Source: an optimization exercise on an open RTL-to-GDS flow (aim: a short achievable clock period and few clock cycles). Production flows keep margins and buffers that such runs may drop. Function was checked by simulation only, so behaviour that the tests miss may differ from the original. Power and IR drop assume default switching activity.

==> flow/design.v <==
module oac_core (
    input  wire        clk,
    input  wire        rst,           
    output wire        mem_req,
    output wire        mem_we,
    output wire [6:0]  mem_addr,
    output wire [31:0] mem_wdata,
    input  wire        mem_ack,
    input  wire [31:0] mem_rdata,
    output wire        halted,
    output wire        faulted,
    output reg  [1:0]  fault_kind,
    output reg  [31:0] fault_value,
    output wire [31:0] pc_out,
    output wire [31:0] x0_out,
    output wire [31:0] x1_out,
    output wire [31:0] x2_out,
    output wire [31:0] x3_out,
    output wire [1:0]  flags_out,
    output wire [31:0] stk_top_out
);
    localparam [31:0] MEM_SIZE       = 32'd128;
    localparam [31:0] STACK_TOP_INIT = 32'd112;
    localparam [31:0] STACK_BOTTOM   = 32'd96;
    localparam [31:0] ENTRY          = 32'd0;
    localparam [4:0] OP_ADD = 5'd0,  OP_SUB = 5'd1,  OP_JMP = 5'd2,  OP_JZ = 5'd3,
                     OP_JN = 5'd4,   OP_READ = 5'd5, OP_STORE = 5'd6, OP_LDI = 5'd7,
                     OP_INC = 5'd8,  OP_MOVRR = 5'd9, OP_CALL = 5'd10, OP_RET = 5'd11,
                     OP_ADDRR = 5'd12, OP_SUBRR = 5'd13, OP_JNZ = 5'd14, OP_INCMEM = 5'd15,
                     OP_ADDRM = 5'd16, OP_SUBRM = 5'd17, OP_CMP = 5'd18, OP_JE = 5'd19,
                     OP_JNE = 5'd20;
    localparam [1:0] F_OOB = 2'd0, F_BADREG = 2'd1, F_OVERFLOW = 2'd2, F_UNDERFLOW = 2'd3;
    localparam [3:0] S_FETCH  = 4'd0,    
                     S_DECODE = 4'd1,    
                     S_OP1    = 4'd2,    
                     S_OP2    = 4'd3,    
                     S_DATA   = 4'd4,    
                     S_EXEC   = 4'd5,    
                     S_MEM    = 4'd6,    
                     S_MEMW   = 4'd7,    
                     S_HALT   = 4'd8,
                     S_FAULT  = 4'd9;
    reg [3:0]  state;
    reg [3:0]  ret_state;       
    reg [31:0] pc;
    reg [31:0] x [0:3];
    reg        flag_z, flag_n;
    reg [31:0] stk_top;
    reg [4:0]  ir;              
    reg [31:0] op1, op2;        
    reg [31:0] mdata;           
    reg [31:0] rdata_q;         
    reg        req_we;
    reg [6:0]  req_addr;
    reg [31:0] req_wdata;
    assign mem_req   = (state == S_MEM);
    assign mem_we    = req_we;
    assign mem_addr  = req_addr;
    assign mem_wdata = req_wdata;
    assign halted      = (state == S_HALT);
    assign faulted     = (state == S_FAULT);
    assign pc_out      = pc;
    assign x0_out      = x[0];
    assign x1_out      = x[1];
    assign x2_out      = x[2];
    assign x3_out      = x[3];
    assign flags_out   = {flag_n, flag_z};
    assign stk_top_out = stk_top;
    wire [31:0] pc_p1 = pc + 32'd1;
    wire [31:0] pc_p2 = pc + 32'd2;
    wire [31:0] pc_p3 = pc + 32'd3;
    wire        pc_ok    = (pc < MEM_SIZE);
    wire        pc_p1_ok = (pc_p1 < MEM_SIZE);
    wire        pc_p2_ok = (pc_p2 < MEM_SIZE);
    wire        rd_addr_ok = (rdata_q < MEM_SIZE);
    wire        rd_reg_ok  = (rdata_q < 32'd4);
    wire is_rr = (ir == OP_MOVRR) || (ir == OP_ADDRR) || (ir == OP_SUBRR) || (ir == OP_CMP);
    wire is_rm = (ir == OP_ADDRM) || (ir == OP_SUBRM);
    wire [31:0] xa = x[op1[1:0]];
    wire [31:0] xb = x[op2[1:0]];
    reg  [31:0] alu_a, alu_b;
    reg         alu_sub;
    always @(*) begin
        alu_a   = x[0];
        alu_b   = mdata;
        alu_sub = 1'b0;
        case (ir)
            OP_ADD:    begin alu_a = x[0]; alu_b = mdata; alu_sub = 1'b0; end
            OP_SUB:    begin alu_a = x[0]; alu_b = mdata; alu_sub = 1'b1; end
            OP_INC:    begin alu_a = x[0]; alu_b = 32'd1; alu_sub = 1'b0; end
            OP_ADDRR:  begin alu_a = xa;   alu_b = xb;    alu_sub = 1'b0; end
            OP_SUBRR,
            OP_CMP:    begin alu_a = xa;   alu_b = xb;    alu_sub = 1'b1; end
            OP_ADDRM:  begin alu_a = xa;   alu_b = mdata; alu_sub = 1'b0; end
            OP_SUBRM:  begin alu_a = xa;   alu_b = mdata; alu_sub = 1'b1; end
            default:   begin alu_a = x[0]; alu_b = mdata; alu_sub = 1'b0; end
        endcase
    end
    wire [31:0] alu_r = alu_sub ? (alu_a - alu_b) : (alu_a + alu_b);
    integer i;
    always @(posedge clk) begin
        if (rst) begin
            state       <= S_FETCH;
            ret_state   <= S_FETCH;
            pc          <= ENTRY;
            for (i = 0; i < 4; i = i + 1)
                x[i] <= 32'd0;
            flag_z      <= 1'b0;
            flag_n      <= 1'b0;
            stk_top     <= STACK_TOP_INIT;
            ir          <= 5'd0;
            op1         <= 32'd0;
            op2         <= 32'd0;
            mdata       <= 32'd0;
            rdata_q     <= 32'd0;
            req_we      <= 1'b0;
            req_addr    <= 7'd0;
            req_wdata   <= 32'd0;
            fault_kind  <= 2'd0;
            fault_value <= 32'd0;
        end else begin
            case (state)
                S_FETCH: begin
                    if (!pc_ok) begin
                        state       <= S_FAULT;
                        fault_kind  <= F_OOB;
                        fault_value <= pc;
                    end else begin
                        req_we    <= 1'b0;
                        req_addr  <= pc[6:0];
                        ret_state <= S_DECODE;
                        state     <= S_MEM;
                    end
                end
                S_DECODE: begin
                    ir <= rdata_q[4:0];
                    if (rdata_q > 32'd20) begin
                        state <= S_HALT;
                    end else if (rdata_q[4:0] == OP_INC) begin
                        state <= S_EXEC;
                    end else if (rdata_q[4:0] == OP_RET) begin
                        if (stk_top == STACK_TOP_INIT) begin
                            state       <= S_FAULT;
                            fault_kind  <= F_UNDERFLOW;
                            fault_value <= stk_top;
                        end else begin
                            req_we    <= 1'b0;
                            req_addr  <= stk_top[6:0];
                            ret_state <= S_EXEC;
                            state     <= S_MEM;
                        end
                    end else if (!pc_p1_ok) begin
                        state       <= S_FAULT;
                        fault_kind  <= F_OOB;
                        fault_value <= pc_p1;
                    end else begin
                        req_we    <= 1'b0;
                        req_addr  <= pc_p1[6:0];
                        ret_state <= S_OP1;
                        state     <= S_MEM;
                    end
                end
                S_OP1: begin
                    op1 <= rdata_q;
                    if (is_rr || is_rm) begin
                        if (!rd_reg_ok) begin
                            state       <= S_FAULT;
                            fault_kind  <= F_BADREG;
                            fault_value <= rdata_q;
                        end else if (!pc_p2_ok) begin
                            state       <= S_FAULT;
                            fault_kind  <= F_OOB;
                            fault_value <= pc_p2;
                        end else begin
                            req_we    <= 1'b0;
                            req_addr  <= pc_p2[6:0];
                            ret_state <= S_OP2;
                            state     <= S_MEM;
                        end
                    end else begin
                        case (ir)
                            OP_ADD, OP_SUB, OP_READ, OP_INCMEM: begin
                                if (!rd_addr_ok) begin
                                    state       <= S_FAULT;
                                    fault_kind  <= F_OOB;
                                    fault_value <= rdata_q;
                                end else begin
                                    req_we    <= 1'b0;
                                    req_addr  <= rdata_q[6:0];
                                    ret_state <= S_DATA;
                                    state     <= S_MEM;
                                end
                            end
                            OP_STORE: begin
                                if (!rd_addr_ok) begin
                                    state       <= S_FAULT;
                                    fault_kind  <= F_OOB;
                                    fault_value <= rdata_q;
                                end else begin
                                    req_we    <= 1'b1;
                                    req_addr  <= rdata_q[6:0];
                                    req_wdata <= x[0];
                                    ret_state <= S_EXEC;
                                    state     <= S_MEM;
                                end
                            end
                            OP_CALL: begin
                                if (stk_top == STACK_BOTTOM) begin
                                    state       <= S_FAULT;
                                    fault_kind  <= F_OVERFLOW;
                                    fault_value <= stk_top;
                                end else begin
                                    req_we    <= 1'b1;
                                    req_addr  <= stk_top[6:0] - 7'd1;
                                    req_wdata <= pc_p2;
                                    ret_state <= S_EXEC;
                                    state     <= S_MEM;
                                end
                            end
                            default: begin
                                state <= S_EXEC;
                            end
                        endcase
                    end
                end
                S_OP2: begin
                    op2 <= rdata_q;
                    if (is_rr) begin
                        if (!rd_reg_ok) begin
                            state       <= S_FAULT;
                            fault_kind  <= F_BADREG;
                            fault_value <= rdata_q;
                        end else begin
                            state <= S_EXEC;
                        end
                    end else begin
                        if (!rd_addr_ok) begin
                            state       <= S_FAULT;
                            fault_kind  <= F_OOB;
                            fault_value <= rdata_q;
                        end else begin
                            req_we    <= 1'b0;
                            req_addr  <= rdata_q[6:0];
                            ret_state <= S_DATA;
                            state     <= S_MEM;
                        end
                    end
                end
                S_DATA: begin
                    mdata <= rdata_q;
                    if (ir == OP_INCMEM) begin
                        req_we    <= 1'b1;
                        req_addr  <= op1[6:0];
                        req_wdata <= rdata_q + 32'd1;
                        ret_state <= S_EXEC;
                        state     <= S_MEM;
                    end else begin
                        state <= S_EXEC;
                    end
                end
                S_EXEC: begin
                    state <= S_FETCH;
                    case (ir)
                        OP_ADD, OP_SUB: begin
                            x[0]   <= alu_r;
                            flag_z <= (alu_r == 32'd0);
                            flag_n <= alu_r[31];
                            pc     <= pc_p2;
                        end
                        OP_INC: begin
                            x[0]   <= alu_r;
                            flag_z <= (alu_r == 32'd0);
                            flag_n <= alu_r[31];
                            pc     <= pc_p1;
                        end
                        OP_JMP:            pc <= op1;
                        OP_JZ, OP_JE:      pc <= flag_z ? op1 : pc_p2;
                        OP_JNZ, OP_JNE:    pc <= flag_z ? pc_p2 : op1;
                        OP_JN:             pc <= flag_n ? op1 : pc_p2;
                        OP_READ: begin
                            x[0] <= mdata;
                            pc   <= pc_p2;
                        end
                        OP_STORE, OP_INCMEM: pc <= pc_p2;
                        OP_LDI: begin
                            x[0] <= op1;
                            pc   <= pc_p2;
                        end
                        OP_MOVRR: begin
                            x[op2[1:0]] <= xa;
                            pc          <= pc_p3;
                        end
                        OP_ADDRR, OP_SUBRR: begin
                            x[op2[1:0]] <= alu_r;
                            flag_z      <= (alu_r == 32'd0);
                            flag_n      <= alu_r[31];
                            pc          <= pc_p3;
                        end
                        OP_CMP: begin
                            flag_z <= (alu_r == 32'd0);
                            flag_n <= alu_r[31];
                            pc     <= pc_p3;
                        end
                        OP_ADDRM, OP_SUBRM: begin
                            x[op1[1:0]] <= alu_r;
                            pc          <= pc_p3;
                        end
                        OP_CALL: begin
                            stk_top <= stk_top - 32'd1;
                            pc      <= op1;
                        end
                        OP_RET: begin
                            stk_top <= stk_top + 32'd1;
                            pc      <= rdata_q;
                        end
                        default: ;
                    endcase
                end
                S_MEM: begin
                    state <= S_MEMW;
                end
                S_MEMW: begin
                    if (mem_ack) begin
                        rdata_q <= mem_rdata;
                        state   <= ret_state;
                    end
                end
                S_HALT:  state <= S_HALT;
                S_FAULT: state <= S_FAULT;
                default: state <= S_FAULT;
            endcase
        end
    end
endmodule
==> flow/run.sh <==
#!/bin/bash
# synth_recipe.tcl (not shown) runs the flow's synth.tcl, then flattens the netlist and writes it again
# the make line also repeats each setting of config.mk as NAME=value (left out here)
make -C /OpenROAD-flow-scripts/flow DESIGN_CONFIG=/design/flow/config.mk WORK_HOME=/design/flow/orfs CLKGATE_MAP_FILE= SYNTH_SCRIPT=/design/flow/synth_recipe.tcl finish
==> flow/config.mk <==
export PLATFORM = sky130hd
export DESIGN_NAME = oac_core
export DESIGN_NICKNAME = oac_core
export VERILOG_FILES = /design/flow/design.v
export SDC_FILE = /design/flow/constraint.sdc
export NUM_CORES = 4
export LEC_CHECK = 0
export ABC_CLOCK_PERIOD_IN_PS = 3000
export CAP_MARGIN = 20
export CORE_MARGIN = 2
export CORE_UTILIZATION = 40
export SETUP_SLACK_MARGIN = 5
export SLEW_MARGIN = 20
==> flow/constraint.sdc <==
create_clock -name core_clock -period 10.0 [get_ports {clk}]
set_input_delay 2.0000 -clock core_clock [delete_from_list [all_inputs] [get_ports {clk}]]
set_output_delay 2.0000 -clock core_clock [all_outputs]
set_load 0.01 [all_outputs]
==> results_dict.tcl, run 1 <==
set metrics [dict create \
    status "no timing/DRC/antenna violations" \
    syn-num-nets 3780 \
    rsz0062_at_grt "true" \
    synth_commonest_cells "nand2_1 (537), nor2_1 (432), a21oi_1 (362)" \
    first_iter_violations 4053 \
    cts_hold_buf 0 \
    crit_type "reg -> reg" \
    cts_num_sinks 383 \
    yosys_warnings 1 \
    async_flop_share_pct 0 \
    antenna_left 0 \
    p_sw_mw 2.074 \
    hold_viol_final 0 \
    h-tree-depth 2 \
    whs_ns 0.4534 \
    worst_pin_slew_ns 1.179 \
    fin_tns_setup_ns 0 \
    hp-class "reg -> reg" \
    period_share_pct 54.73 \
    p_int_mw 3.408 \
    grt_pass1_vias 28740 \
    cts_tree "done" \
    io_buffers 305 \
    die_w_microns 272.8 \
    setup_viol 0 \
    overflow 0 \
    leakagePower_nw 12.64 \
    worst_setup_path_end_kind "register" \
    power.density_nw_per_um2 151.3 \
    combPwrFrac_pct 34.2 \
    synth_area_leaders "dfxtp_1 (18%), edfxtp_1 (13%), nand2_1 (7.0%)" \
    netlist.area_leader.share_pct 17.66 \
    dieArea_sq_um 74440 \
    avgSynthCellArea_sq_um 7.870 \
    io_pins 306 \
    max-cap-violations 0 \
    synth_top_cell_by_area "dfxtp_1" \
    swShare_pct 37.83 \
    whs_path_depth 2 \
    cts-buffers-inserted 45 \
    multiInputGateArea_sq_um 19610 \
    period_minus_slack_ns 5.473 \
    grt_max_degree 82 \
    gp_congestion 1.049 \
    synth.yosys.seq_area_share_pct 30.96 \
    insertion_delay_ns 0.62 \
    timing.fmax_mhz 182.7 \
    syn_area_sq_um 28910 \
    dp.final_hpwl_mm 97.09 \
    area.growth.synth_to_final_pct 25.32 \
    synth-edff-count 128 \
    core_region_area_sq_um 71490 \
    die_y_microns 272.8 \
    crit_path_start_kind "register" \
    antenna_found_initial 1 \
    clkTransAtPathRegs_ns 0.07 \
    grt_usage_pct 35.18 \
    wl_mm 137.0 \
    drc 0 \
    nNetsFinal 4012 \
    slew_violations 0 \
    start_util_pct 40.44 \
    routedWlPerCell_microns 27.99 \
    irDropWorstVdd_mv 0.1894 \
    reg2regPathDepth 24 \
    netlist_instances 3673 \
    yosys.cell_types.count 99 \
    seq_power_share_pct 34.1 \
    max-clock-path-buffers 3 \
    root_buffer "clkbuf_16" \
    clock_skew_ns 0.02276 \
    fillers 6853 \
    ys_seq_elements 383 \
    synthMostInstantiatedCell "nand2_1" \
    synth-main-ff-cell "dfxtp_1" \
    worstPathMaxFanout 4 \
    drive_above_1_share_pct 15.17 \
    max_slew_margin_pct 21.40 \
    num_vias 31670 \
    critPathArrivalTime_ns 5.81 \
    cp_data_required_time_ns 10.34 \
    clockPowerShare_pct 31.8 \
    viasPerCell 6.470 \
    firstDrtPassIters 7 \
    rows 98 \
    grt_first_pass_wirelength_mm 197.6 \
    seq_area_sq_um 8976 \
]
==> placed cells by master (no fill, tap or decap), drive strengths merged, types with 64 or more instances in the layout <==
master,Yosys,layout
a221oi,67,67
a21oi,363,363
clkdlybuf4s50,0,304
nor3,95,95
edfxtp,128,128
nand3,72,73
ha,70,70
buf,64,190
inv,65,67
xor2,90,90
mux4,64,64
nor2,432,432
nand2,539,539
xnor2,104,104
o21ai,171,171
a211oi,83,83
dfxtp,255,255
==> power by group through the flow <==
stage / combinational (mW) / clock (mW) / sequential, mW
floorplan: 1.10 / 0 / 1.85
global placement: 1.70 / 0 / 1.90
detailed placement: 1.70 / 0 / 1.90
CTS: 1.75 / 1.76 / 1.86
global route: 1.98 / 1.82 / 1.87
finish: 1.87 / 1.74 / 1.87
==> cells by family (layout without fill, tap and decap cells) <==
kind of cell / after synthesis / count (layout) / share of synthesized area (%)
simple gates: 1450 / 1451 / 23.29
compound gates: 1073 / 1073 / 24.43
flops: 383 / 383 / 30.96
buf+inv: 381 / 649 / 5.215
xor+xnor: 194 / 194 / 5.878
mux: 120 / 120 / 7.059
fa+ha+maj: 72 / 72 / 3.168
other cells: 0 / 2 / 0
==> flip-flops by register name, summed over array words and instances, names as in the netlist, named ones only <==
register / flops
fault_kind: 2
fault_value: 32
flag_n: 1
flag_z: 1
ir: 5
mdata: 32
op1: 32
op2: 2
pc: 32
rdata_q: 32
req_addr: 7
req_wdata: 32
req_we: 1
ret_state: 4
state: 4
stk_top: 32
x: 128
==> through the flow <==
| step | util (%) | area, sq um | power, mW | setup slack [ns] | cells |
|---|---|---|---|---|---|
| CTS | 49.39 | 35300 | 5.372 | 4.707 | 4844 |
| detailed placement | 45.84 | 32770 | 3.593 | 3.475 | 4703 |
| floorplan | - | 29010 | 2.945 | 4.904 | 3673 |
| global placement | 45.84 | 32770 | 3.591 | 3.674 | 4703 |
| global route | 50.67 | 36220 | 5.674 | 4.324 | 4892 |
| finish | 50.68 | 36230 | 5.482 | 4.527 | 4894 |
==> final timing paths <==
path / start / to / slack, ns
hold reg to reg: req_wdata[20]$_SDFFE_PP0P_ / req_wdata[20]$_SDFFE_PP0P_ / 0.45
setup reg to reg: register / x[2][26]$_SDFFCE_PN0P_ / 4.53
setup / recovery: register / x[2][26]$_SDFFCE_PN0P_ / 4.53
hold / removal: req_wdata[20]$_SDFFE_PP0P_ / req_wdata[20]$_SDFFE_PP0P_ / 0.45
==> repair_timing <==
action / in CTS / in global routing
pin swaps: 35 / 76
setup endpoints to repair: 266 / 246
buffers inserted: 54 / 47
gates cloned: 3 / 1
resized for setup: 113 / 113
==> critical path, cell delays in order (launching register included) <==
cell and delay (ns):
dfxtp_4 0.39, buf_12 0.13, mux4_2 0.54, nor2_1 0.14
o21a_1 0.18, ha_2 0.20, inv_2 0.05, a221oi_4 0.26
nand2_1 0.09, nand4b_1 0.34, nand3b_1 0.28, or2_4 0.31
o21ai_4 0.17, xnor2_2 0.08, ha_2 0.20, a21o_1 0.16
a21o_1 0.17, a211oi_2 0.28, buf_4 0.16, a31oi_4 0.13
xor2_4 0.23, mux2i_1 0.20, a211oi_2 0.10, a221oi_2 0.32
nor2_1 0.08
==> layer usage <==
| layer | part of all wire (%) | track usage [%] | vias up |
|---|---|---|---|
| met4 | 5.3 | 15.72 | 0 |
| met2 | 43 | 52.75 | 1887 |
| li1 | - | - | 14010 |
| met3 | 11 | 7.530 | 417 |
| met5 | 0 | 0 | - |
| met1 | 41 | 48.48 | 15350 |
==> area by class of cell <==
class	instances	area share [%]
flip-flops and latches	383	24.78
multi-input cells	2910	54.13
diodes	2	0.01381
repair buffers	499	12.90
clock inverters	24	0.7356
clock buffers	60	3.467
well taps	950	3.281
inverters	66	0.6942
Testbench counts, summed over its fixed seeds: cycles 95,194.
==> run 2, diff against run 1 <==
--- a/flow/design.v
+++ b/flow/design.v
@@ -74,4 +74,6 @@
     wire        pc_p2_ok = (pc_p2 < MEM_SIZE);
-    wire        rd_addr_ok = (rdata_q < MEM_SIZE);
-    wire        rd_reg_ok  = (rdata_q < 32'd4);
+    wire [31:0] rd  = (state == S_MEMW) ? mem_rdata : rdata_q;
+    wire [3:0]  cur = (state == S_MEMW && mem_ack) ? ret_state : state;
+    wire        rd_addr_ok = (rd < MEM_SIZE);
+    wire        rd_reg_ok  = (rd < 32'd4);
     wire is_rr = (ir == OP_MOVRR) || (ir == OP_ADDRR) || (ir == OP_SUBRR) || (ir == OP_CMP);
@@ -100,2 +102,16 @@
     integer i;
+    reg [31:0] ex_npc;
+    always @(*) begin
+        case (ir)
+            OP_INC:                     ex_npc = pc_p1;
+            OP_JMP, OP_CALL:            ex_npc = op1;
+            OP_JZ, OP_JE:               ex_npc = flag_z ? op1 : pc_p2;
+            OP_JNZ, OP_JNE:             ex_npc = flag_z ? pc_p2 : op1;
+            OP_JN:                      ex_npc = flag_n ? op1 : pc_p2;
+            OP_MOVRR, OP_ADDRR, OP_SUBRR, OP_CMP, OP_ADDRM, OP_SUBRM:
+                                        ex_npc = pc_p3;
+            OP_RET:                     ex_npc = rd;
+            default:                    ex_npc = pc_p2;
+        endcase
+    end
     always @(posedge clk) begin
@@ -121,3 +137,4 @@
         end else begin
-            case (state)
+            if (state == S_MEMW && mem_ack) rdata_q <= mem_rdata;
+            case (cur)
                 S_FETCH: begin
@@ -135,8 +152,8 @@
                 S_DECODE: begin
-                    ir <= rdata_q[4:0];
-                    if (rdata_q > 32'd20) begin
+                    ir <= rd[4:0];
+                    if (rd > 32'd20) begin
                         state <= S_HALT;
-                    end else if (rdata_q[4:0] == OP_INC) begin
+                    end else if (rd[4:0] == OP_INC) begin
                         state <= S_EXEC;
-                    end else if (rdata_q[4:0] == OP_RET) begin
+                    end else if (rd[4:0] == OP_RET) begin
                         if (stk_top == STACK_TOP_INIT) begin
@@ -163,3 +180,3 @@
                 S_OP1: begin
-                    op1 <= rdata_q;
+                    op1 <= rd;
                     if (is_rr || is_rm) begin
@@ -168,3 +185,3 @@
                             fault_kind  <= F_BADREG;
-                            fault_value <= rdata_q;
+                            fault_value <= rd;
                         end else if (!pc_p2_ok) begin
@@ -185,6 +202,6 @@
                                     fault_kind  <= F_OOB;
-                                    fault_value <= rdata_q;
+                                    fault_value <= rd;
                                 end else begin
                                     req_we    <= 1'b0;
-                                    req_addr  <= rdata_q[6:0];
+                                    req_addr  <= rd[6:0];
                                     ret_state <= S_DATA;
@@ -197,6 +214,6 @@
                                     fault_kind  <= F_OOB;
-                                    fault_value <= rdata_q;
+                                    fault_value <= rd;
                                 end else begin
                                     req_we    <= 1'b1;
-                                    req_addr  <= rdata_q[6:0];
+                                    req_addr  <= rd[6:0];
                                     req_wdata <= x[0];
@@ -226,3 +243,3 @@
                 S_OP2: begin
-                    op2 <= rdata_q;
+                    op2 <= rd;
                     if (is_rr) begin
@@ -231,3 +248,3 @@
                             fault_kind  <= F_BADREG;
-                            fault_value <= rdata_q;
+                            fault_value <= rd;
                         end else begin
@@ -239,6 +256,6 @@
                             fault_kind  <= F_OOB;
-                            fault_value <= rdata_q;
+                            fault_value <= rd;
                         end else begin
                             req_we    <= 1'b0;
-                            req_addr  <= rdata_q[6:0];
+                            req_addr  <= rd[6:0];
                             ret_state <= S_DATA;
@@ -249,3 +266,3 @@
                 S_DATA: begin
-                    mdata <= rdata_q;
+                    mdata <= rd;
                     if (ir == OP_INCMEM) begin
@@ -253,3 +270,3 @@
                         req_addr  <= op1[6:0];
-                        req_wdata <= rdata_q + 32'd1;
+                        req_wdata <= rd + 32'd1;
                         ret_state <= S_EXEC;
@@ -261,3 +278,11 @@
                 S_EXEC: begin
-                    state <= S_FETCH;
+                    pc <= ex_npc;
+                    if (ex_npc < MEM_SIZE) begin
+                        req_we    <= 1'b0;
+                        req_addr  <= ex_npc[6:0];
+                        ret_state <= S_DECODE;
+                        state     <= S_MEM;
+                    end else begin
+                        state     <= S_FETCH;
+                    end
                     case (ir)
@@ -313,3 +338,3 @@
                             stk_top <= stk_top + 32'd1;
-                            pc      <= rdata_q;
+                            pc      <= rd;
                         end
@@ -322,6 +347,2 @@
                 S_MEMW: begin
-                    if (mem_ack) begin
-                        rdata_q <= mem_rdata;
-                        state   <= ret_state;
-                    end
                 end
==> run 2 against run 1 <==
Critical path type unchanged. Total power increased by 120%. Still clean on timing, DRC and antenna. First-iteration DRC count up 11%. Clock power grew 11%. Die area up 0.70%. Sequential share of layout area is 1.2 points lower. Combinational power increased to 4.4 times the previous value.
==> results_dict.tcl, run 2 <==
set metrics [dict create \
    status "no timing/DRC/antenna violations" \
    synthSimpleGateAreaFrac_pct 21.98 \
    num_vias 32340 \
    reg2regPathDepth 24 \
    synth-xor-area-share_pct 5.651 \
    hp-class "reg -> reg" \
    core_region_area_sq_um 71730 \
    clkTransAtPathRegs_ns 0.06 \
    leakagePower_nw 13.65 \
    grt_usage_pct 37.31 \
    worstPathMaxFanout 5 \
    async_flop_share_pct 0 \
    hold_viol_final 0 \
    grt_max_degree 98 \
    io_pins 306 \
    timing.fmax_mhz 182.9 \
    power.density_nw_per_um2 320.2 \
    die_w_microns 273.8 \
    gp_congestion 1.047 \
    synth-main-ff-cell "dfxtp_1" \
    routedWlPerCell_microns 29.93 \
    fin_tns_setup_ns 0 \
    synth.mux.area_fraction_pct 8.376 \
    crit_top_cell "nand2_2" \
    worst-r2r-setup-slack_ns 4.53 \
    avgSynthCellArea_sq_um 8.126 \
    h-tree-depth 2 \
    start_util_pct 40.59 \
    dieArea_sq_um 74960 \
    mostFrequentLayoutCells "nor2_1 (463), nand2_1 (351), clkdlybuf4s50_1 (304)" \
    rows 98 \
    yosys_warnings 1 \
    insertion_delay_ns 0.62 \
    root_buffer "clkbuf_16" \
    overflow 0 \
    max-cap-violations 0 \
    io_buffers 305 \
    synth.yosys.seq_area_share_pct 30.74 \
    synth_top_family_by_area "compound AO/OA/AOI/OAI gates" \
    synthMostInstantiatedCell "nor2_1" \
    syn_area_sq_um 29110 \
    slew_violations 0 \
    irDropWorstVdd_mv 0.2702 \
    cts_tree "done" \
    synth_compound_area_share_pct 24.83 \
    endpoint "x[2][30]$_SDFFCE_PN0P_" \
    largest_reg_flops 128 \
    first_iter_violations 4482 \
    drc 0 \
    viasPerCell 6.583 \
    cts_num_sinks 383 \
    clock_skew_ns 0.02324 \
    ys_seq_elements 383 \
    nNetsFinal 4031 \
    synth_adder_area_share_pct 3.180 \
    critPathArrivalTime_ns 5.82 \
    cp_data_required_time_ns 10.35 \
    cts-buffers-inserted 47 \
    rsz0062_at_grt "true" \
    antenna_left 0 \
    antenna_found_initial 5 \
    synth_area_leaders "dfxtp_1 (18%), edfxtp_1 (13%), nor2_1 (6.3%)" \
    whs_path_depth 2 \
    synth-edff-count 128 \
    period_share_pct 54.67 \
    wl_mm 147.0 \
    area.growth.synth_to_final_pct 30.67 \
    synth_commonest_cells "nor2_1 (487), nand2_1 (371), a21oi_1 (326)" \
    grt_first_pass_wirelength_mm 208.2 \
    top_register "x" \
    synth_top_cell_by_area "dfxtp_1" \
    crit_type "reg -> reg" \
    p_total_mw 12.18 \
    period_minus_slack_ns 5.467 \
    max-clock-path-buffers 3 \
    netlist.area_leader.share_pct 17.53 \
    worst_pin_slew_ns 1.116 \
    die_y_microns 273.8 \
    crit_chain "buf_12, mux4_2, a211oi_4, ha_2, nor4b_4, nand2_2, buf_12, nor3_4, nand2_2, o21ai_2, xnor2_1, ha_2, nand2_2, o21bai_4, a2111o_1, nor3_4, o31a_1, o21ai_2, a21o_1, a21oi_2, xnor2_2, a221oi_2, buf_4, nor2_2" \
    crit_path_start_kind "register" \
    yosys.cell_types.count 109 \
    setup_viol 0 \
    drive_above_1_share_pct 20.04 \
    worst_setup_path_end_kind "register" \
    r2r-end "x[2][30]$_SDFFCE_PN0P_" \
    dp.final_hpwl_mm 102.8 \
    final_common_cell "nor2_1" \
    slowest_stage "mux4_2" \
    grt_pass1_vias 29440 \
    max_slew_margin_pct 24.90 \
    netlist_instances 3583 \
    firstDrtPassIters 8 \
    slowest_delay_ns 0.53 \
    syn-num-nets 3690 \
]
==> run 2: routing by layer <==
| layer | wire length, microns | global-route usage (%) | share of wire (%) |
|---|---|---|---|
| met5 | 14 | 0 | 0.0095 |
| met4 | 7586 | 16.35 | 5.2 |
| met3 | 17560 | 9.491 | 12 |
| met2 | 62920 | 55.76 | 43 |
| met1 | 58950 | 50.67 | 40 |
==> run 2: cell type report <==
class                   count  area [sq um]
repair buffers            570          5470
fillers                  6784         33690
well taps                 950          1189
flip-flops and latches    383          8981
clock buffers              64          1311
clock inverters            23         394.1
diodes                      1         2.502
inverters                  75         285.3
multi-input cells        2847         20410
==> run 2: worst min-delay path by stage <==
stage	start	to	slack [ns]
global route	rdata_q[24]$_SDFFE_PP0P_	rdata_q[24]$_SDFFE_PP0P_	0.48
detailed placement	rdata_q[9]$_SDFFE_PP0P_	rdata_q[9]$_SDFFE_PP0P_	0.45
CTS	rdata_q[9]$_SDFFE_PP0P_	rdata_q[9]$_SDFFE_PP0P_	0.46
finish	rdata_q[4]$_SDFFE_PP0P_	rdata_q[4]$_SDFFE_PP0P_	0.45
floorplan	rdata_q[0]$_SDFFE_PP0P_	rdata_q[0]$_SDFFE_PP0P_	0.44
global placement	rdata_q[19]$_SDFFE_PP0P_	rdata_q[19]$_SDFFE_PP0P_	0.44
==> run 2: worst max-delay path: cells and delay by family, from the launching register on <==
kind,cells,cell delay (ns)
muxes,1,0.53
and+or+nand+nor,7,1.08
adders and majority gates,2,0.56
AOI/OAI and AO/OA,9,1.88
buffers and inverters,3,0.50
xor gates and xnor gates,2,0.25
DFF,1,0.40
==> run 2: timing repair <==
item / 4_1_cts / 5_1_grt
hold buffers: 0 / 0
setup buffers: 93 / 47
endpoints found under the hold margin: 0 / 0
resized for setup: 248 / 162
cloned: 9 / 5
setup endpoints to repair: 348 / 331
pin swaps: 100 / 88
==> run 2: kinds of logic (layout without fill, tap and decap cells) <==
family                   Yosys count  after routing
other                              0              1
flip-flops                       383            383
multiplexers                     154            154
XOR/XNOR                         187            187
AND/OR/NAND/NOR                 1345           1351
adder cells (fa/ha/maj)           73             73
buffers and inverters            359            732
AO/OA/AOI/OAI                   1082           1082
==> run 2: per-stage QoR <==
| stage | utilization [%] | setup slack (ns) | std cells | hold WS [ns] | area [sq um] |
|---|---|---|---|---|---|
| after floorplan | - | 5.002 | 3583 | 0.4360 | 29200 |
| after global placement | 46.27 | 3.156 | 4671 | 0.4413 | 33190 |
| after global routing | 53.03 | 4.333 | 4912 | 0.4765 | 38040 |
| final | 53.04 | 4.533 | 4913 | 0.4528 | 38040 |
| after CTS | 51.44 | 4.773 | 4860 | 0.4553 | 36900 |
| after detailed placement | 46.27 | 3.081 | 4671 | 0.4465 | 33190 |
==> run 2: power by group <==
part           switching, mW  internal [mW]
Clock                  0.754           1.18
Sequential             0.279           1.81
Combinational           4.69           3.46
Testbench counts of run 2, summed over its fixed seeds: cycles 59,433.
==> run 3, diff against run 2 <==
--- a/flow/design.v
+++ b/flow/design.v
@@ -53,7 +53,9 @@
     reg        req_we;
+    wire       mem_req_w, mem_we_w;
+    wire [6:0] mem_addr_w;
     reg [6:0]  req_addr;
     reg [31:0] req_wdata;
-    assign mem_req   = (state == S_MEM);
-    assign mem_we    = req_we;
-    assign mem_addr  = req_addr;
+    assign mem_req   = mem_req_w;
+    assign mem_we    = mem_we_w;
+    assign mem_addr  = mem_addr_w;
     assign mem_wdata = req_wdata;
@@ -75,3 +77,3 @@
     wire [31:0] rd  = (state == S_MEMW) ? mem_rdata : rdata_q;
-    wire [3:0]  cur = (state == S_MEMW && mem_ack) ? ret_state : state;
+    wire [3:0]  cur = (state == S_MEMW && mem_ack && !spec_dead) ? ret_state : state;
     wire        rd_addr_ok = (rd < MEM_SIZE);
@@ -80,2 +82,28 @@
     wire is_rm = (ir == OP_ADDRM) || (ir == OP_SUBRM);
+    reg         outst, spec_dead;
+    wire        spec1 = (state == S_MEMW) && (ret_state == S_DECODE) && pc_p1_ok;
+    wire        spec2 = (state == S_MEMW) && (ret_state == S_OP1) && (is_rr || is_rm) && pc_p2_ok;
+    reg [31:0] ex_npc;
+    always @(*) begin
+        case (ir)
+            OP_INC:                     ex_npc = pc_p1;
+            OP_JMP, OP_CALL:            ex_npc = op1;
+            OP_JZ, OP_JE:               ex_npc = flag_z ? op1 : pc_p2;
+            OP_JNZ, OP_JNE:             ex_npc = flag_z ? pc_p2 : op1;
+            OP_JN:                      ex_npc = flag_n ? op1 : pc_p2;
+            OP_MOVRR, OP_ADDRR, OP_SUBRR, OP_CMP, OP_ADDRM, OP_SUBRM:
+                                        ex_npc = pc_p3;
+            OP_RET:                     ex_npc = rd;
+            default:                    ex_npc = pc_p2;
+        endcase
+    end
+    wire        exf   = (state == S_EXEC) && (ex_npc < MEM_SIZE);
+    wire        is_ld1 = (ir == OP_ADD) || (ir == OP_SUB) || (ir == OP_READ) || (ir == OP_INCMEM);
+    wire        spec3 = (state == S_MEMW) && (((ret_state == S_OP1) && is_ld1) ||
+                                              ((ret_state == S_OP2) && is_rm));
+    assign mem_req_w = (state == S_MEM) || spec1 || spec2 || spec3 || exf;
+    assign mem_we_w  = (spec1 || spec2 || spec3 || exf) ? 1'b0 : req_we;
+    assign mem_addr_w = spec1 ? pc_p1[6:0] : (spec2 ? pc_p2[6:0] :
+                        (spec3 ? mem_rdata[6:0] : (exf ? ex_npc[6:0] : req_addr)));
+    wire        issue = mem_req && (!outst || mem_ack);
     wire [31:0] xa = x[op1[1:0]];
@@ -102,16 +130,2 @@
     integer i;
-    reg [31:0] ex_npc;
-    always @(*) begin
-        case (ir)
-            OP_INC:                     ex_npc = pc_p1;
-            OP_JMP, OP_CALL:            ex_npc = op1;
-            OP_JZ, OP_JE:               ex_npc = flag_z ? op1 : pc_p2;
-            OP_JNZ, OP_JNE:             ex_npc = flag_z ? pc_p2 : op1;
-            OP_JN:                      ex_npc = flag_n ? op1 : pc_p2;
-            OP_MOVRR, OP_ADDRR, OP_SUBRR, OP_CMP, OP_ADDRM, OP_SUBRM:
-                                        ex_npc = pc_p3;
-            OP_RET:                     ex_npc = rd;
-            default:                    ex_npc = pc_p2;
-        endcase
-    end
     always @(posedge clk) begin
@@ -131,2 +145,4 @@
             rdata_q     <= 32'd0;
+            outst       <= 1'b0;
+            spec_dead   <= 1'b0;
             req_we      <= 1'b0;
@@ -137,3 +153,6 @@
         end else begin
-            if (state == S_MEMW && mem_ack) rdata_q <= mem_rdata;
+            if (state == S_MEMW && mem_ack && !spec_dead) rdata_q <= mem_rdata;
+            if (issue) outst <= 1'b1;
+            else if (mem_ack) outst <= 1'b0;
+            if (mem_ack && spec_dead) spec_dead <= 1'b0;
             case (cur)
@@ -155,5 +174,8 @@
                         state <= S_HALT;
+                        spec_dead <= pc_p1_ok;
                     end else if (rd[4:0] == OP_INC) begin
                         state <= S_EXEC;
+                        spec_dead <= pc_p1_ok;
                     end else if (rd[4:0] == OP_RET) begin
+                        spec_dead <= pc_p1_ok;
                         if (stk_top == STACK_TOP_INIT) begin
@@ -173,6 +195,4 @@
                     end else begin
-                        req_we    <= 1'b0;
-                        req_addr  <= pc_p1[6:0];
                         ret_state <= S_OP1;
-                        state     <= S_MEM;
+                        state     <= S_MEMW;
                     end
@@ -186,2 +206,3 @@
                             fault_value <= rd;
+                            spec_dead   <= pc_p2_ok;
                         end else if (!pc_p2_ok) begin
@@ -191,6 +212,4 @@
                         end else begin
-                            req_we    <= 1'b0;
-                            req_addr  <= pc_p2[6:0];
                             ret_state <= S_OP2;
-                            state     <= S_MEM;
+                            state     <= S_MEMW;
                         end
@@ -203,7 +222,6 @@
                                     fault_value <= rd;
+                                    spec_dead   <= 1'b1;
                                 end else begin
-                                    req_we    <= 1'b0;
-                                    req_addr  <= rd[6:0];
                                     ret_state <= S_DATA;
-                                    state     <= S_MEM;
+                                    state     <= S_MEMW;
                                 end
@@ -257,7 +275,6 @@
                             fault_value <= rd;
+                            spec_dead   <= 1'b1;
                         end else begin
-                            req_we    <= 1'b0;
-                            req_addr  <= rd[6:0];
                             ret_state <= S_DATA;
-                            state     <= S_MEM;
+                            state     <= S_MEMW;
                         end
@@ -283,3 +300,3 @@
                         ret_state <= S_DECODE;
-                        state     <= S_MEM;
+                        state     <= (exf && issue) ? S_MEMW : S_MEM;
                     end else begin
@@ -344,3 +361,3 @@
                 S_MEM: begin
-                    state <= S_MEMW;
+                    if (issue) state <= S_MEMW;
                 end
==> run 3 against run 2 <==
Core utilization is 2.0 points higher. Clock skew is 0.0019 ns higher. Die area is 3.0% higher. Combinational power is 17% higher. Non-clock buffer count is 124 higher. Register-to-register slack worse by 0.11 ns. Setup slack worse by 1.3 ns. Synthesized cell count is 6.3% higher. Sequential share of layout area is 1.4 points lower. Total power is 11% higher. Via count is 7.2% higher. Critical endpoint is now mem_addr[0]. Largest cell class unchanged.
==> results_dict.tcl, run 3 <==
set metrics [dict create \
    status "no timing/DRC/antenna violations" \
    clkTransAtPathRegs_ns 0.06 \
    wl_mm 155.3 \
    synth_top_family_by_area "compound AO/OA/AOI/OAI gates" \
    yosys_warnings 1 \
    cts_tree "done" \
    crit_path_start_kind "input pin" \
    period_share_pct 67.44 \
    h-tree-depth 2 \
    antenna_left 0 \
    worst_pin_slew_ns 1.138 \
    rsz0062_at_grt "true" \
    final_common_cell "nand2_1" \
    hold_viol_final 0 \
    antenna_found_initial 2 \
    syn-num-nets 3916 \
    met1_usage_pct 50.45 \
    worst_setup_path_end_kind "primary output" \
    synth_top_cell_by_area "dfxtp_1" \
    max-cap-violations 0 \
    yosys.cell_types.count 97 \
    reg2regPathDepth 28 \
    viasPerCell 6.596 \
    gp_congestion 1.063 \
    synthSimpleGateAreaFrac_pct 22.55 \
    max-clock-path-buffers 3 \
    whs_endpoint "rdata_q[28]$_SDFFE_PP0P_" \
    die_y_microns 277.8 \
    power.density_nw_per_um2 330.7 \
    synthMostInstantiatedCell "nor2_1" \
    synth-edff-count 128 \
    critPathArrivalTime_ns 4.74 \
    grt_max_degree 112 \
    max_slew_margin_pct 23.86 \
    top_register "x" \
    irDropWorstVdd_mv 0.2787 \
    clock_skew_ns 0.02519 \
    num_vias 34670 \
    mostFrequentLayoutCells "nand2_1 (431), nor2_1 (430), a21oi_1 (300)" \
    nNetsFinal 4358 \
    worstPathMaxFanout 5 \
    dp.final_hpwl_mm 105.9 \
    insertion_delay_ns 0.62 \
    synth_adder_area_share_pct 3.054 \
    start_util_pct 40.35 \
    r2r_start "ir[3]$_SDFFE_PP0P_" \
    netlist.area_leader.share_pct 17.15 \
    overflow 0 \
    synth.yosys.seq_area_share_pct 29.97 \
    cp_data_required_time_ns 8.00 \
    io_buffers 305 \
    grt_first_pass_wirelength_mm 218.7 \
    grt_busiest_layer "met2" \
    io_pins 306 \
    whs_path_depth 2 \
    rows 100 \
    diodes 0 \
    fin_tns_setup_ns 0 \
    hp-start "rdata_q[28]$_SDFFE_PP0P_" \
    die_w_microns 277.8 \
    drc 0 \
    grt_pass1_vias 31560 \
    firstDrtPassIters 6 \
    synth-main-ff-cell "dfxtp_1" \
    cts-buffers-inserted 46 \
    async_flop_share_pct 0 \
    fin_util_pct 55.07 \
    grt_use_met2_pct 57.25 \
    hp-class "reg -> reg" \
    r2r-end "flag_z$_SDFFE_PP0P_" \
    setup_viol 0 \
    period_minus_slack_ns 6.744 \
    synth_area_leaders "dfxtp_1 (17%), edfxtp_1 (13%), a21oi_1 (5.8%)" \
    synth_commonest_cells "nor2_1 (463), nand2_1 (459), a21oi_1 (349)" \
    drive_above_1_share_pct 24.05 \
    cts_num_sinks 385 \
    leakagePower_nw 14.48 \
    synth.mux.area_fraction_pct 8.527 \
    netlist_instances 3809 \
    dieArea_sq_um 77180 \
    timing.fmax_mhz 148.3 \
    routedWlPerCell_microns 29.56 \
    syn_area_sq_um 29990 \
    first_iter_violations 4813 \
    synth_compound_area_share_pct 25.42 \
    worst-r2r-setup-slack_ns 4.42 \
    area.growth.synth_to_final_pct 36.47 \
    synth-xor-area-share_pct 5.169 \
    grt_util_met3_pct 7.471 \
    avgSynthCellArea_sq_um 7.874 \
    slew_violations 0 \
    largest_reg_flops 128 \
    crit_type "in -> out" \
    ys_seq_elements 385 \
    fillers 6942 \
    root_buffer "clkbuf_16" \
    core_region_area_sq_um 74320 \
    grt_usage_pct 37.76 \
]
run 3: cell types whose count changed in the layout (fill, tap and decap cells not counted), sizes merged, moves of 24 or more:
| cell | delta |
|---|---|
| a21oi | +27 |
| buf | +132 |
| clkdlybuf4s50 | -30 |
| nand2 | +83 |
| nor2 | -24 |
| o21ai | +67 |
run 3: logic make-up (layout without fill, tap and decap cells):
kind of cell    Yosys count  count (layout)
simple gates           1444            1454
buf+inv                 388             853
mux                     167             167
fa+ha+maj                72              72
flops                   385             385
xor+xnor                177             177
compound gates         1176            1179
run 3: timing repair:
action,in CTS,in global routing
hold endpoints to repair,0,0
pin swaps,94,177
gates cloned,12,10
endpoints found under the setup margin,388,339
hold buffers,0,0
buffers inserted,167,99
resized for setup,392,303
run 3: final cells by class:
class                   count  area, sq um  area share [%]
clock buffers              66         1318           3.219
clock inverters            18        191.4          0.4677
inverters                  75        301.5          0.7367
multi-input cells        3049        22130           54.07
flip-flops and latches    385         9071           22.16
well taps                 969         1212           2.962
repair buffers            694         6706           16.38
run 3: worst max path at each step:
stage,endpoint,slack (ns),start,cells past startpoint
finish,mem_addr[0],3.26,mem_rdata[21],15
detailed placement,mem_addr[0],1.70,mem_rdata[22],12
global placement,mem_addr[0],1.76,mem_rdata[22],12
global route,mem_addr[0],3.23,ir[0]$_SDFFE_PP0P_,16
floorplan,mem_addr[0],3.52,mem_rdata[30],10
CTS,mem_addr[2],3.29,mem_rdata[30],14
run 3: layer usage:
| metal | routed length, microns | share of wire [%] | up-vias |
|---|---|---|---|
| met5 | 33 | 0.021 | - |
| met4 | 10720 | 6.9 | 2 |
| met3 | 17160 | 11 | 548 |
| met2 | 66950 | 43 | 2319 |
| met1 | 60480 | 39 | 16670 |
| li1 | - | - | 15130 |
run 3: power by group:
part | switching (mW) | internal, mW
Combinational | 5.37 | 4.18
Clock | 0.734 | 0.994
Sequential | 0.367 | 1.89
run 3: critical path, cell delays in order:
cell and delay (ns):
clkdlybuf4s15_1 0.21, mux2i_4 0.17, buf_12 0.15, o221ai_2 0.12, o22ai_2 0.26, nand4_1 0.12
nor4_1 0.27, nand4_1 0.15, buf_6 0.17, nor3_4 0.18, buf_6 0.17, mux2i_4 0.23
o211ai_1 0.11, a32o_2 0.28, buf_6 0.12
run 3: stage by stage:
stage          hold WS, ns  instances  power (mW)  instance area, sq um  setup WS, ns
6_report            0.4528       5256       13.54                 40930         3.256
4_1_cts             0.4552       5147       11.84                 38660         3.292
3_5_place_dp        0.4460       4884       8.648                 34200         1.697
2_1_floorplan       0.4312       3809       6.612                 30370         3.516
5_1_grt             0.4720       5256       14.10                 40930         3.231
3_3_place_gp        0.4413       4884       8.640                 34200         1.755
Testbench counts of run 3, summed over its fixed seeds: cycles 38,343.
==> run 4, diff against run 3 <==
--- a/flow/design.v
+++ b/flow/design.v
@@ -54,2 +54,3 @@
     wire       mem_req_w, mem_we_w;
+    wire [31:0] mem_wdata_w;
     wire [6:0] mem_addr_w;
@@ -60,3 +61,3 @@
     assign mem_addr  = mem_addr_w;
-    assign mem_wdata = req_wdata;
+    assign mem_wdata = mem_wdata_w;
     assign halted      = (state == S_HALT);
@@ -100,2 +101,5 @@
     wire        exf   = (state == S_EXEC) && (ex_npc < MEM_SIZE);
+    wire [31:0] md    = (state == S_MEMW) ? mem_rdata : mdata;
+    wire        spec5 = (state == S_MEMW) && (ret_state == S_DATA) && (ir != OP_INCMEM) &&
+                        (ex_npc < MEM_SIZE);
     wire        is_ld1 = (ir == OP_ADD) || (ir == OP_SUB) || (ir == OP_READ) || (ir == OP_INCMEM);
@@ -103,6 +107,13 @@
                                               ((ret_state == S_OP2) && is_rm));
-    assign mem_req_w = (state == S_MEM) || spec1 || spec2 || spec3 || exf;
-    assign mem_we_w  = (spec1 || spec2 || spec3 || exf) ? 1'b0 : req_we;
+    wire        spec6 = (state == S_MEMW) && (ret_state == S_EXEC) && (ex_npc < MEM_SIZE);
+    wire        spec7 = (state == S_MEMW) && (ret_state == S_OP1) && (ir == OP_STORE) && rd_addr_ok;
+    wire        spec8 = (state == S_MEMW) && (ret_state == S_OP1) && (ir == OP_CALL) &&
+                        (stk_top != STACK_BOTTOM);
+    wire        rdreq = spec1 || spec2 || spec3 || spec5 || spec6 || exf;
+    assign mem_req_w = (state == S_MEM) || rdreq || spec7 || spec8;
+    assign mem_we_w  = (spec7 || spec8) ? 1'b1 : (rdreq ? 1'b0 : req_we);
     assign mem_addr_w = spec1 ? pc_p1[6:0] : (spec2 ? pc_p2[6:0] :
-                        (spec3 ? mem_rdata[6:0] : (exf ? ex_npc[6:0] : req_addr)));
+                        (spec3 ? mem_rdata[6:0] : ((exf || spec5 || spec6) ? ex_npc[6:0] :
+                        (spec7 ? mem_rdata[6:0] : (spec8 ? (stk_top[6:0] - 7'd1) : req_addr)))));
+    assign mem_wdata_w = spec7 ? x[0] : (spec8 ? pc_p2 : req_wdata);
     wire        issue = mem_req && (!outst || mem_ack);
@@ -114,7 +125,7 @@
         alu_a   = x[0];
-        alu_b   = mdata;
+        alu_b   = md;
         alu_sub = 1'b0;
         case (ir)
-            OP_ADD:    begin alu_a = x[0]; alu_b = mdata; alu_sub = 1'b0; end
-            OP_SUB:    begin alu_a = x[0]; alu_b = mdata; alu_sub = 1'b1; end
+            OP_ADD:    begin alu_a = x[0]; alu_b = md; alu_sub = 1'b0; end
+            OP_SUB:    begin alu_a = x[0]; alu_b = md; alu_sub = 1'b1; end
             OP_INC:    begin alu_a = x[0]; alu_b = 32'd1; alu_sub = 1'b0; end
@@ -123,5 +134,5 @@
             OP_CMP:    begin alu_a = xa;   alu_b = xb;    alu_sub = 1'b1; end
-            OP_ADDRM:  begin alu_a = xa;   alu_b = mdata; alu_sub = 1'b0; end
-            OP_SUBRM:  begin alu_a = xa;   alu_b = mdata; alu_sub = 1'b1; end
-            default:   begin alu_a = x[0]; alu_b = mdata; alu_sub = 1'b0; end
+            OP_ADDRM:  begin alu_a = xa;   alu_b = md; alu_sub = 1'b0; end
+            OP_SUBRM:  begin alu_a = xa;   alu_b = md; alu_sub = 1'b1; end
+            default:   begin alu_a = x[0]; alu_b = md; alu_sub = 1'b0; end
         endcase
@@ -234,7 +245,4 @@
                                 end else begin
-                                    req_we    <= 1'b1;
-                                    req_addr  <= rd[6:0];
-                                    req_wdata <= x[0];
                                     ret_state <= S_EXEC;
-                                    state     <= S_MEM;
+                                    state     <= S_MEMW;
                                 end
@@ -247,7 +255,4 @@
                                 end else begin
-                                    req_we    <= 1'b1;
-                                    req_addr  <= stk_top[6:0] - 7'd1;
-                                    req_wdata <= pc_p2;
                                     ret_state <= S_EXEC;
-                                    state     <= S_MEM;
+                                    state     <= S_MEMW;
                                 end
@@ -291,3 +296,18 @@
                     end else begin
-                        state <= S_EXEC;
+                        case (ir)
+                            OP_ADD, OP_SUB: begin
+                                x[0]   <= alu_r;
+                                flag_z <= (alu_r == 32'd0);
+                                flag_n <= alu_r[31];
+                            end
+                            OP_READ: x[0] <= rd;
+                            default: x[op1[1:0]] <= alu_r;    
+                        endcase
+                        pc <= ex_npc;
+                        if (ex_npc < MEM_SIZE) begin
+                            ret_state <= S_DECODE;
+                            state     <= S_MEMW;
+                        end else begin
+                            state     <= S_FETCH;
+                        end
                     end
@@ -300,3 +320,3 @@
                         ret_state <= S_DECODE;
-                        state     <= (exf && issue) ? S_MEMW : S_MEM;
+                        state     <= ((exf || spec6) && issue) ? S_MEMW : S_MEM;
                     end else begin
==> run 4 against run 3 <==
Combinational power grew 24%. First-iteration DRC count rose by 10%. Flip-flop and latch count stayed put. Core utilization rose by 0.33 points. Synthesized cell count barely moved. Register-to-register slack got worse by 0.82 ns. Clock power hardly changed. Critical path depth unchanged. Critical path type is now reg -> out. Largest cell class unchanged.
==> results_dict.tcl, run 4 <==
set metrics [dict create \
    status "no timing/DRC/antenna violations" \
    p_int_mw 7.892 \
    cts_tree "done" \
    cts-buffers-inserted 47 \
    max_slew_margin_pct 29.90 \
    crit_family "simple AND/OR/NAND/NOR gates" \
    grt_max_degree 76 \
    synth_commonest_cells "nand2_1 (485), nor2_1 (449), a21oi_1 (360)" \
    first_iter_violations 5305 \
    swShare_pct 50.02 \
    start_util_pct 40.18 \
    period_minus_slack_ns 6.959 \
    antenna_left 0 \
    grt_first_pass_wirelength_mm 228.8 \
    synth_top_cell_by_area "dfxtp_1" \
    hold_viol_final 0 \
    mostFrequentLayoutCells "nand2_1 (436), nor2_1 (414), a21oi_1 (318)" \
    syn-num-nets 3916 \
    cts_num_sinks 385 \
    h-tree-depth 2 \
    worst_pin_slew_ns 1.048 \
    top_register "x" \
    insertion_delay_ns 0.61 \
    worst-r2r-setup-slack_ns 3.60 \
    overflow 0 \
    die_y_microns 276.8 \
    critPathArrivalTime_ns 4.96 \
    ys_seq_elements 385 \
    crit_chain "buf_4, nand4_1, buf_4, nor4_4, xor2_1, a22o_1, or4b_4, nor4_4, nand4_1, buf_6, or3_4, or4_4, o311ai_2, mux2_4, buf_6" \
    drive_above_1_share_pct 26.36 \
    dpl_cell_area_sq_um 34590 \
    netlist.area_leader.share_pct 17.29 \
    dieArea_sq_um 76600 \
    routedWlPerCell_microns 30.76 \
    period_share_pct 69.59 \
    clkTransAtPathRegs_ns 0.07 \
    largest_reg_flops 128 \
    irDropWorstVdd_mv 0.3440 \
    p_sw_mw 7.899 \
    r2r_start "state[3]$_SDFFE_PP0P_" \
    slowest_stage "or4b_4" \
    whs_endpoint "req_wdata[25]$_SDFFE_PP0P_" \
    path_buf_inv 4 \
    slew_violations 0 \
    rsz0062_at_grt "true" \
    num_vias 35340 \
    avgSynthCellArea_sq_um 7.811 \
    hp-start "req_wdata[25]$_SDFFE_PP0P_" \
    slowest_delay_ns 0.54 \
    setup_viol 0 \
    hp-class "reg -> reg" \
    root_buffer "clkbuf_16" \
    r2r-end "flag_z$_SDFFE_PP0P_" \
    core_region_area_sq_um 74070 \
    reg2regPathDepth 25 \
    synth-main-ff-cell "dfxtp_1" \
    fillers 6925 \
    synth_area_leaders "dfxtp_1 (17%), edfxtp_1 (13%), nand2_1 (6.1%)" \
    setup_slack_ns 3.041 \
    synth-edff-count 128 \
    nNetsFinal 4367 \
    combPwrFrac_pct 75.0 \
    seq_power_share_pct 13.9 \
    max-cap-violations 0 \
    grt_pass1_vias 32440 \
    dp.final_hpwl_mm 111.7 \
    netlist_instances 3810 \
    drc 0 \
    yosys.cell_types.count 95 \
    synthMostInstantiatedCell "nand2_1" \
    yosys_warnings 1 \
    cp_data_required_time_ns 8.00 \
    whs_ns 0.4511 \
    max-clock-path-buffers 3 \
    syn_area_sq_um 29760 \
    power.density_nw_per_um2 384.7 \
    worst_setup_path_end_kind "primary output" \
    area.growth.synth_to_final_pct 37.91 \
    fin_tns_setup_ns 0 \
    clockPowerShare_pct 11.1 \
    io_pins 306 \
    antenna_found_initial 9 \
    final_common_cell "nand2_1" \
    pre_cts_ws_ns 1.578 \
    io_buffers 305 \
    worstPathMaxFanout 20 \
    wl_mm 162.1 \
    p_total_mw 15.79 \
    gp_congestion 1.052 \
    firstDrtPassIters 6 \
    synth.yosys.seq_area_share_pct 30.20 \
    crit_type "reg -> out" \
    clock_skew_ns 0.02179 \
    whs_path_depth 2 \
    timing.fmax_mhz 143.7 \
    async_flop_share_pct 0 \
    fin_area_sq_um 41040 \
    crit_path_start_kind "register" \
    grt_usage_pct 39.97 \
    rows 100 \
    viasPerCell 6.706 \
    die_w_microns 276.8 \
    leakagePower_nw 14.49 \
    worst-path-stages 15 \
]
-- run 4: cell types whose count changed after synthesis, moves of 13 or more --
cell / before / now
and3_1: 45 / 30
or3_1: 16 / 40
mux2i_1: 57 / 71
nand3_1: 69 / 82
a22o_1: 0 / 21
o22ai_1: 26 / 45
xnor2_1: 121 / 104
o211ai_1: 52 / 66
buf_2: 45 / 27
nor2_1: 463 / 449
a211oi_1: 175 / 127
nand2_1: 459 / 485
-- run 4: worst max-delay path by stage --
| stage | start | endpoint | slack, ns |
|---|---|---|---|
| after floorplan | mem_rdata[16] | mem_addr[0] | 3.56 |
| after global placement | mem_rdata[16] | mem_addr[0] | 1.73 |
| after detailed placement | mem_rdata[27] | mem_addr[0] | 1.58 |
| after CTS | mem_rdata[16] | mem_addr[0] | 3.00 |
| after global routing | pc[11]$_SDFFE_PP0P_ | mem_addr[0] | 3.01 |
| final | pc[11]$_SDFFE_PP0P_ | mem_addr[0] | 3.04 |
-- run 4: logic make-up after synthesis --
logic type / Yosys count / share of synthesized area [%]
compound gates: 1170 / 25.46
xor+xnor: 162 / 4.768
fa+ha+maj: 72 / 3.069
buf+inv: 385 / 5.146
flops: 385 / 30.20
mux: 173 / 8.669
simple gates: 1463 / 22.68
-- run 4: power groups by stage --
stage                     clock [mW]  combinational [mW]  sequential, mW
final                           1.76                11.8            2.19
after global routing            1.83                12.2            2.20
after CTS                       1.77                9.94            2.18
after detailed placement           0                7.83            2.18
after global placement             0                7.89            2.18
after floorplan                    0                5.35            2.06
-- run 4: what timing repair did --
item	4_1_cts	5_1_grt
hold buffers	0	0
cloned	12	6
resized for setup	638	214
endpoints found under the setup margin	374	248
endpoints found under the hold margin	0	0
buffers inserted	195	81
pin swaps	131	70
-- run 4: final cells by class --
cell class | count | area (sq um) | share of cell area (%)
sequential | 385 | 9055 | 22.06
clock buffer | 64 | 1318 | 3.210
antenna | 3 | 7.507 | 0.01829
timing repair buffer | 697 | 6615 | 16.12
multi-input combinational | 3051 | 22310 | 54.36
tap | 969 | 1212 | 2.954
clock inverter | 22 | 222.7 | 0.5427
inverter | 79 | 299.0 | 0.7286
-- run 4: layer usage --
metal / part of all wire [%] / global-route usage [%]
met1: 39 / 53.36
met2: 43 / 60.48
met3: 12 / 8.276
met4: 6.9 / 21.77
met5: 0.083 / 0
-- run 4: through the flow --
stage	std cells	util (%)
3_3_place_gp	4887	46.69
4_1_cts	5180	53.16
5_1_grt	5270	55.41
2_1_floorplan	3810	-
6_report	5270	55.41
3_5_place_dp	4887	46.69
-- run 4: worst min-delay path: stages (launching register included) --
cell,delay (ns)
dfxtp_1,0.31
nand2_1,0.05
a21oi_1,0.05
Testbench counts of run 4, summed over its fixed seeds: cycles 31,386.
==> run 5, diff against run 4 <==
--- a/flow/config.mk
+++ b/flow/config.mk
@@ -10,3 +10,3 @@
 export CORE_MARGIN = 2
-export CORE_UTILIZATION = 40
+export CORE_UTILIZATION = 60
 export SETUP_SLACK_MARGIN = 5
==> run 5 against run 4 <==
The flow now stops in global routing (5_1_grt). Synthesized cell count unchanged. Area after synthesis is the same.
==> results_dict.tcl, run 5 <==
set metrics [dict create \
    synth_area_leaders "dfxtp_1 (17%), edfxtp_1 (13%), nand2_1 (6.1%)" \
    synthMostInstantiatedCell "nand2_1" \
    dp.final_hpwl_mm 110.5 \
    firstError "[ERROR GRT-0232] Routing congestion too high. Check the congestion heatmap in the GUI." \
    rows 81 \
    netlist_instances 3810 \
    root_buffer "clkbuf_16" \
    yosys_warnings 1 \
    max-clock-path-buffers 3 \
    synth.yosys.seq_area_share_pct 30.20 \
    async_flop_share_pct 0 \
    io_buffers 305 \
    synth_top_cell_by_area "dfxtp_1" \
    cts_hold_buf 0 \
    worst_endpoint "mem_addr[0]" \
    cts_num_sinks 385 \
    grt_max_degree 110 \
    overflow 994 \
    start_util_pct 60.80 \
    die_w_microns 226.7 \
    grt_usage_pct 91.35 \
    status "aborted with a tool error" \
    ys_seq_elements 385 \
    synth_commonest_cells "nand2_1 (485), nor2_1 (449), a21oi_1 (360)" \
    io_pins 306 \
    avgSynthCellArea_sq_um 7.811 \
    synth-edff-count 128 \
    worstEndpointType "primary output" \
    synth-main-ff-cell "dfxtp_1" \
    gp_congestion 1.273 \
    syn_area_sq_um 29760 \
    syn-num-nets 3916 \
    cts-buffers-inserted 45 \
    haltStage "global routing (5_1_grt)" \
    h-tree-depth 2 \
    netlist.area_leader.share_pct 17.29 \
    die_y_microns 226.7 \
    yosys.cell_types.count 95 \
]
[run 5: cell counts after synthesis]
No cell type changed its count.
[run 5: worst max path at each step]
stage	cells after the start	to	from
after floorplan	10	mem_addr[0]	mem_rdata[16]
after global placement	12	mem_addr[0]	mem_rdata[25]
after detailed placement	12	mem_addr[0]	mem_rdata[25]
after CTS	13	mem_addr[0]	mem_rdata[16]
[run 5: per-layer routing]
layer	global-route usage, %	GRT overflow
met1	89.41	54
met2	101.5	532
met3	82.88	59
met4	94.84	340
met5	61.97	9
[run 5: power groups by stage]
stage,sequential [mW],combinational (mW),clock [mW]
floorplan,2.06,5.35,0
global placement,2.18,7.45,0
detailed placement,2.19,7.66,0
CTS,2.20,10.0,1.80
[run 5: metrics by stage]
step	std cells	util (%)	setup WS, ns	hold slack [ns]	area (sq um)
after floorplan	3810	-	3.559	0.4315	30750
after global placement	4563	69.55	1.651	0.4384	34040
after detailed placement	4563	69.55	1.512	0.4460	34040
after CTS	4887	80.70	3.349	0.4532	39500
[run 5: timing repair]
action	4_1_cts
gates cloned	16
resized for setup	728
setup buffers	228
pin swaps	139
endpoints found under the setup margin	379
[run 5: cells by family after synthesis]
family                   after synthesis  share of synthesized area [%]
AO/OA/AOI/OAI                       1170                          25.46
adder cells (fa/ha/maj)               72                          3.069
flip-flops                           385                          30.20
multiplexers                         173                          8.669
AND/OR/NAND/NOR                     1463                          22.68
XOR/XNOR                             162                          4.768
buffers and inverters                385                          5.146

[separate check: timing with driven ports]
The flow's constraints put no driver on any port. The routed layouts listed below were extracted and timed again, unchanged, in two steps.
Step 1 (the two cells are an assumption about what drives the block):
set clk [get_ports {clk}]
set_driving_cell -lib_cell sky130_fd_sc_hd__clkbuf_16 $clk
set_driving_cell -lib_cell sky130_fd_sc_hd__buf_2 [delete_from_list [all_inputs] $clk]
Step 2 adds t to the input delays and takes it off the output delays; t is the mean of the earliest and latest rising clock arrival at the registers after step 1. Input paths then give back, and output paths get back, about the clock's delay inside the block.
Three values: ideal ports, drivers, drivers and shift; two values: the first two.
run	t (ns)	slack for setup (ns)	worst hold slack (ns)
run 1	0.679	4.527 / 4.527 / 4.469	0.453 / 0.453 / 0.453
run 2	0.669	4.533 / 4.533 / 4.266	0.453 / 0.453 / 0.453
run 3	0.675	3.256 / 3.188 / 3.225	0.453 / 0.453 / 0.453
run 4	0.669	3.041 / 2.976 / 2.967	0.451 / 0.451 / 0.451
After both steps setup and hold are still met in every run listed. For run 2, which loses most, drivers alone change the setup slack by 0.000 ns; drivers and shift together by -0.267 ns.
